What follows belongs to an exercise in optimizing a design on an open flow for small area, a short achievable clock period and few clock cycles per item; a production flow would make more cautious choices. Only simulation tests tie the RTL to the original design; equivalence was not proved. Power and IR drop assume default switching activity.

==> flow/design.v <==
module s16_decoder (
    input  wire        clk,
    input  wire        rst,         
    input  wire        in_valid,
    output wire        in_ready,
    input  wire [31:0] in_word,
    input  wire        in_first,    
    input  wire [15:0] in_len,      
    output reg         out_valid,
    input  wire        out_ready,
    output reg  [27:0] out_value,
    output reg         out_last
);
    function automatic [4:0] width_from_end(input [3:0] s, input [4:0] l);
        begin
            case (s)
                0:  width_from_end = 1;
                1:  width_from_end = (l < 14) ? 1 : 2;
                2:  width_from_end = (l < 7) ? 1 : (l < 14) ? 2 : 1;
                3:  width_from_end = (l < 7) ? 2 : 1;
                4:  width_from_end = 2;
                5:  width_from_end = (l < 8) ? 3 : 4;
                6:  width_from_end = (l < 3) ? 3 : (l < 7) ? 4 : 3;
                7:  width_from_end = 4;
                8:  width_from_end = (l < 2) ? 4 : 5;
                9:  width_from_end = (l < 4) ? 5 : 4;
                10: width_from_end = (l < 2) ? 5 : 6;
                11: width_from_end = (l < 3) ? 6 : 5;
                12: width_from_end = 7;
                13: width_from_end = (l < 2) ? 9 : 10;
                14: width_from_end = 14;
                default: width_from_end = 28;
            endcase
        end
    endfunction
    function automatic [4:0] first_width(input [3:0] s);
        begin
            case (s)
                0, 2, 3: first_width = 1;
                1, 4:    first_width = 2;
                6:       first_width = 3;
                5, 7, 9: first_width = 4;
                8, 11:   first_width = 5;
                10:      first_width = 6;
                12:      first_width = 7;
                13:      first_width = 10;
                14:      first_width = 14;
                default: first_width = 28;
            endcase
        end
    endfunction
    function automatic [4:0] slots_less_one(input [3:0] s);
        begin
            case (s)
                0:  slots_less_one = 27;
                1, 2, 3: slots_less_one = 20;
                4:  slots_less_one = 13;
                5:  slots_less_one = 8;
                6:  slots_less_one = 7;
                7:  slots_less_one = 6;
                8, 9: slots_less_one = 5;
                10, 11: slots_less_one = 4;
                12: slots_less_one = 3;
                13: slots_less_one = 2;
                14: slots_less_one = 1;
                default: slots_less_one = 0;
            endcase
        end
    endfunction
    function automatic [4:0] slots_less_two(input [3:0] s);
        begin
            case (s)
                0:  slots_less_two = 26;
                1, 2, 3: slots_less_two = 19;
                4:  slots_less_two = 12;
                5:  slots_less_two = 7;
                6:  slots_less_two = 6;
                7:  slots_less_two = 5;
                8, 9: slots_less_two = 4;
                10, 11: slots_less_two = 3;
                12: slots_less_two = 2;
                13: slots_less_two = 1;
                default: slots_less_two = 0;
            endcase
        end
    endfunction
    reg        busy;      
    reg [27:0] data;      
    reg [3:0]  wp;        
    reg [3:0]  sel;       
    reg [4:0]  left;      
    reg [15:0] rc;        
    reg        fresh;
    wire [3:0] in_sel = in_word[31:28];
    wire [4:0] wb = width_from_end(sel, left);    
    wire [4:0] wa = first_width(in_sel);
    wire out_free = !out_valid || out_ready;
    assign in_ready = !busy;
    wire accept = in_valid && !busy;
    wire go     = out_free && (busy || in_valid);
    wire load   = accept && in_first;
    wire [27:0] sh1 = wp[0] ? {data[27],    data[27:1]} : data;
    wire [27:0] sh2 = wp[1] ? {sh1[27:26],  sh1[27:2]}  : sh1;
    wire [27:0] sh4 = wp[2] ? {sh2[27:24],  sh2[27:4]}  : sh2;
    wire [27:0] t   = wp[3] ? {sh4[27:18],  sh4[25:8]}  : sh4;
    wire [27:0] src = busy ? t : in_word[27:0];
    wire [3:0]  s   = in_sel;
    wire [27:0] ma;
    assign ma[0]     = 1'b1;
    assign ma[1]     = s[3] | s[2] | (!s[1] & s[0]);
    assign ma[2]     = s[3] | (s[2] & (s[1] | s[0]));
    assign ma[3]     = s[3] | (s[2] & s[0]);
    assign ma[4]     = s[3] & (s[2] | s[1] | !s[0]);
    assign ma[5]     = s[3] & (s[2] | (s[1] & !s[0]));
    assign ma[6]     = s[3] & s[2];
    assign ma[9:7]   = {3{s[3] & s[2] & (s[1] | s[0])}};
    assign ma[13:10] = {4{s[3] & s[2] & s[1]}};
    assign ma[27:14] = {14{&s}};
    wire [27:0] mb  = ~(28'hfffffff << wb);
    wire [27:0] v   = ({28{busy}} & mb & t) | ({28{!busy}} & ma & in_word[27:0]);
    wire rc_one   = fresh ? (rc == 16'd1) : (rc == 16'd2);
    wire list_end = load ? (in_len == 16'd1) : rc_one;
    wire word_end = list_end || (busy ? (left == 5'd0) : (in_sel == 4'd15));
    always @(posedge clk) begin
        if (rst) begin
            busy      <= 1'b0;
            out_valid <= 1'b0;
        end else begin
            if (out_ready)
                out_valid <= 1'b0;
            if (go) begin
                out_valid <= 1'b1;
                busy      <= !word_end;
            end else if (accept) begin
                busy      <= 1'b1;
            end
        end
        if (go) begin
            out_value <= v;
            out_last  <= list_end;
        end
        if (!busy || go)
            data <= src;
        if (!busy) begin
            sel  <= in_sel;
            wp   <= go ? wa[3:0] : 4'd0;
            left <= go ? slots_less_two(in_sel) : slots_less_one(in_sel);
        end else if (go) begin
            wp   <= wb[3:0];
            left <= left - 5'd1;
        end
        if (load)
            rc <= in_len;
        else if (go && !fresh)
            rc <= rc - 16'd1;
        if (go)
            fresh <= 1'b0;
        else if (load)
            fresh <= 1'b1;
    end
endmodule
clock: 8.0 ns
lec_check: 0
cap_margin: 20
core_margin: 2
core_utilization: 65
slew_margin: 20
standard.sh (not shown) runs the stock make flow with config.mk's settings and CLKGATE_MAP_FILE= SYNTH_SCRIPT=/design/flow/synth_recipe.tcl, a recipe that flattens the netlist after the stock synthesis.
==> flow/flow/run.sh <==
#!/bin/bash
set -euo pipefail
bash standard.sh \
  "BUFFER_PORTS_ARGS=-buffer_cell sky130_fd_sc_hd__buf_1" \
  "SETUP_SLACK_MARGIN=5.2" \
  "CTS_ARGS=-sink_clustering_enable -repair_clock_nets -buf_list sky130_fd_sc_hd__clkbuf_8 -sink_clustering_size 30 -dont_use_dummy_load" \
  finish > standard.log 2>&1
Testbench counts at the start, summed over its fixed seeds: cycles 33,211, items 33,203.
Edit:
--- a/flow/flow/run.sh
+++ b/flow/flow/run.sh
@@ -5 +5 @@
-  "SETUP_SLACK_MARGIN=5.2" \
+  "SETUP_SLACK_MARGIN=5.35" \
=> Fmax rose by about 6%. Sequential share of layout area fell by 0.79 points. Utilization rose by 1.5 points. Count of clock-buffer cells in the layout does not change. Flip-flop and latch count stays the same. Routed wire length rose by about 5.5%. Worst setup slack is better by 0.15 ns. Global-route usage rose by 1.9 points.

---

Starts from the design.v that is shown in full above.
Settings: LEC_CHECK=0, CAP_MARGIN=20, CORE_MARGIN=2, CORE_UTILIZATION=75, SLEW_MARGIN=20; clock period 8.0 ns.
==> flow/flow/run.sh <==
#!/bin/bash
set -euo pipefail
bash standard.sh \
  "BUFFER_PORTS_ARGS=-buffer_cell sky130_fd_sc_hd__buf_1" \
  "SETUP_SLACK_MARGIN=5.35" \
  "CTS_ARGS=-sink_clustering_enable -repair_clock_nets -buf_list sky130_fd_sc_hd__clkbuf_8 -sink_clustering_size 30 -dont_use_dummy_load" \
  finish > standard.log 2>&1
The starting point completed with no timing, DRC or antenna violations.
Testbench counts at the start, summed over its fixed seeds: cycles 33,211, items 33,203.
Next try:
==> flow/flow/run.sh (replaced) <==
#!/bin/bash
set -euo pipefail
bash standard.sh \
  "BUFFER_PORTS_ARGS=-buffer_cell sky130_fd_sc_hd__buf_1" \
  "SETUP_SLACK_MARGIN=5.5" \
  "CTS_ARGS=-sink_clustering_enable -repair_clock_nets -buf_list sky130_fd_sc_hd__clkbuf_8 -sink_clustering_size 30 -dont_use_dummy_load" \
  finish > standard.log 2>&1
- CORE_UTILIZATION: 75 -> 65
The new run produced a clean layout. First-iteration DRC count fell by 29%. Global-route usage fell by 5.1 points. Setup slack gains 18 ps. Area after synthesis stays the same. Clock skew barely changes. Via count fell by 4.5%.

---

s16_decoder, a different RTL version from the one above (not shown whole).
Size: about 89 flip-flops, roughly 5900 um2 of cells after synthesis.
export LEC_CHECK = 0
export CAP_MARGIN = 20
export CORE_MARGIN = 2
export CORE_UTILIZATION = 65
export SLEW_MARGIN = 20
create_clock -name core_clock -period 8.0 [get_ports {clk}]
==> flow/flow/run.sh <==
#!/bin/bash
set -euo pipefail
bash standard.sh \
  "BUFFER_PORTS_ARGS=-buffer_cell sky130_fd_sc_hd__buf_1" \
  "SETUP_SLACK_MARGIN=5.45" \
  "CTS_ARGS=-sink_clustering_enable -repair_clock_nets -buf_list {sky130_fd_sc_hd__clkbuf_4 sky130_fd_sc_hd__clkbuf_8} -sink_clustering_size 16 -dont_use_dummy_load" \
  finish > standard.log 2>&1
The starting point passed the timing, design-rule and antenna checks.
Testbench counts at the start, summed over its fixed seeds: cycles 33,211, items 33,203.
==> next run, changes <==
==> flow/flow/run.sh (replaced) <==
#!/bin/bash
set -euo pipefail
bash standard.sh \
  "BUFFER_PORTS_ARGS=-buffer_cell sky130_fd_sc_hd__buf_1" \
  "SETUP_SLACK_MARGIN=5.45" \
  "CTS_ARGS=-sink_clustering_enable -repair_clock_nets -buf_list sky130_fd_sc_hd__clkbuf_8 -sink_clustering_size 30 -dont_use_dummy_load" \
  finish > standard.log 2>&1
Result:
- synthesized area stays the same
- die area does not change
- clock power stays flat
- worst hold slack is unchanged
- wire length does not change

re-timing with driven ports:
No port has a modelled driver above. Below, the same layouts with a new extraction and two added sets of constraints. Step 1 assumes that a clkbuf_16 drives the clock port and a buf_2 every other input. Step 2 also shifts input and output timing later by t, the mid clock arrival at the registers, as if the neighbouring blocks saw the same clock. a / b / c = ideal / step 1 / step 2; a / b = the first two.
run | t (ns) | slack for setup (ns) | hold slack, ns | worst data-port slew with drivers (ns) | pins driven straight from the clock port
the first run of note 1 | 0.373 | 5.234 / 5.199 / 4.927 | 0.526 / 0.526 / 0.526 | 0.05 | 1
the second run of note 1 | 0.382 | 5.383 / 5.386 / 5.005 | 0.541 / 0.541 / 0.541 | 0.04 | 1
the first run of note 2 | 0.378 | 5.249 / 5.258 / 4.881 | 0.547 / 0.547 / 0.547 | 0.06 | 1
the second run of note 2 | 0.376 | 5.267 / 5.233 / 5.128 | 0.508 / 0.508 / 0.508 | 0.06 | 1
the first run of note 3 | 0.390 | 5.411 / 5.414 / 5.024 | 0.526 / 0.526 / 0.526 | 0.06 | 1
the second run of note 3 | 0.390 | 5.411 / 5.414 / 5.024 | 0.526 / 0.526 / 0.526 | 0.06 | 1
After both steps every run listed still meets setup and hold.
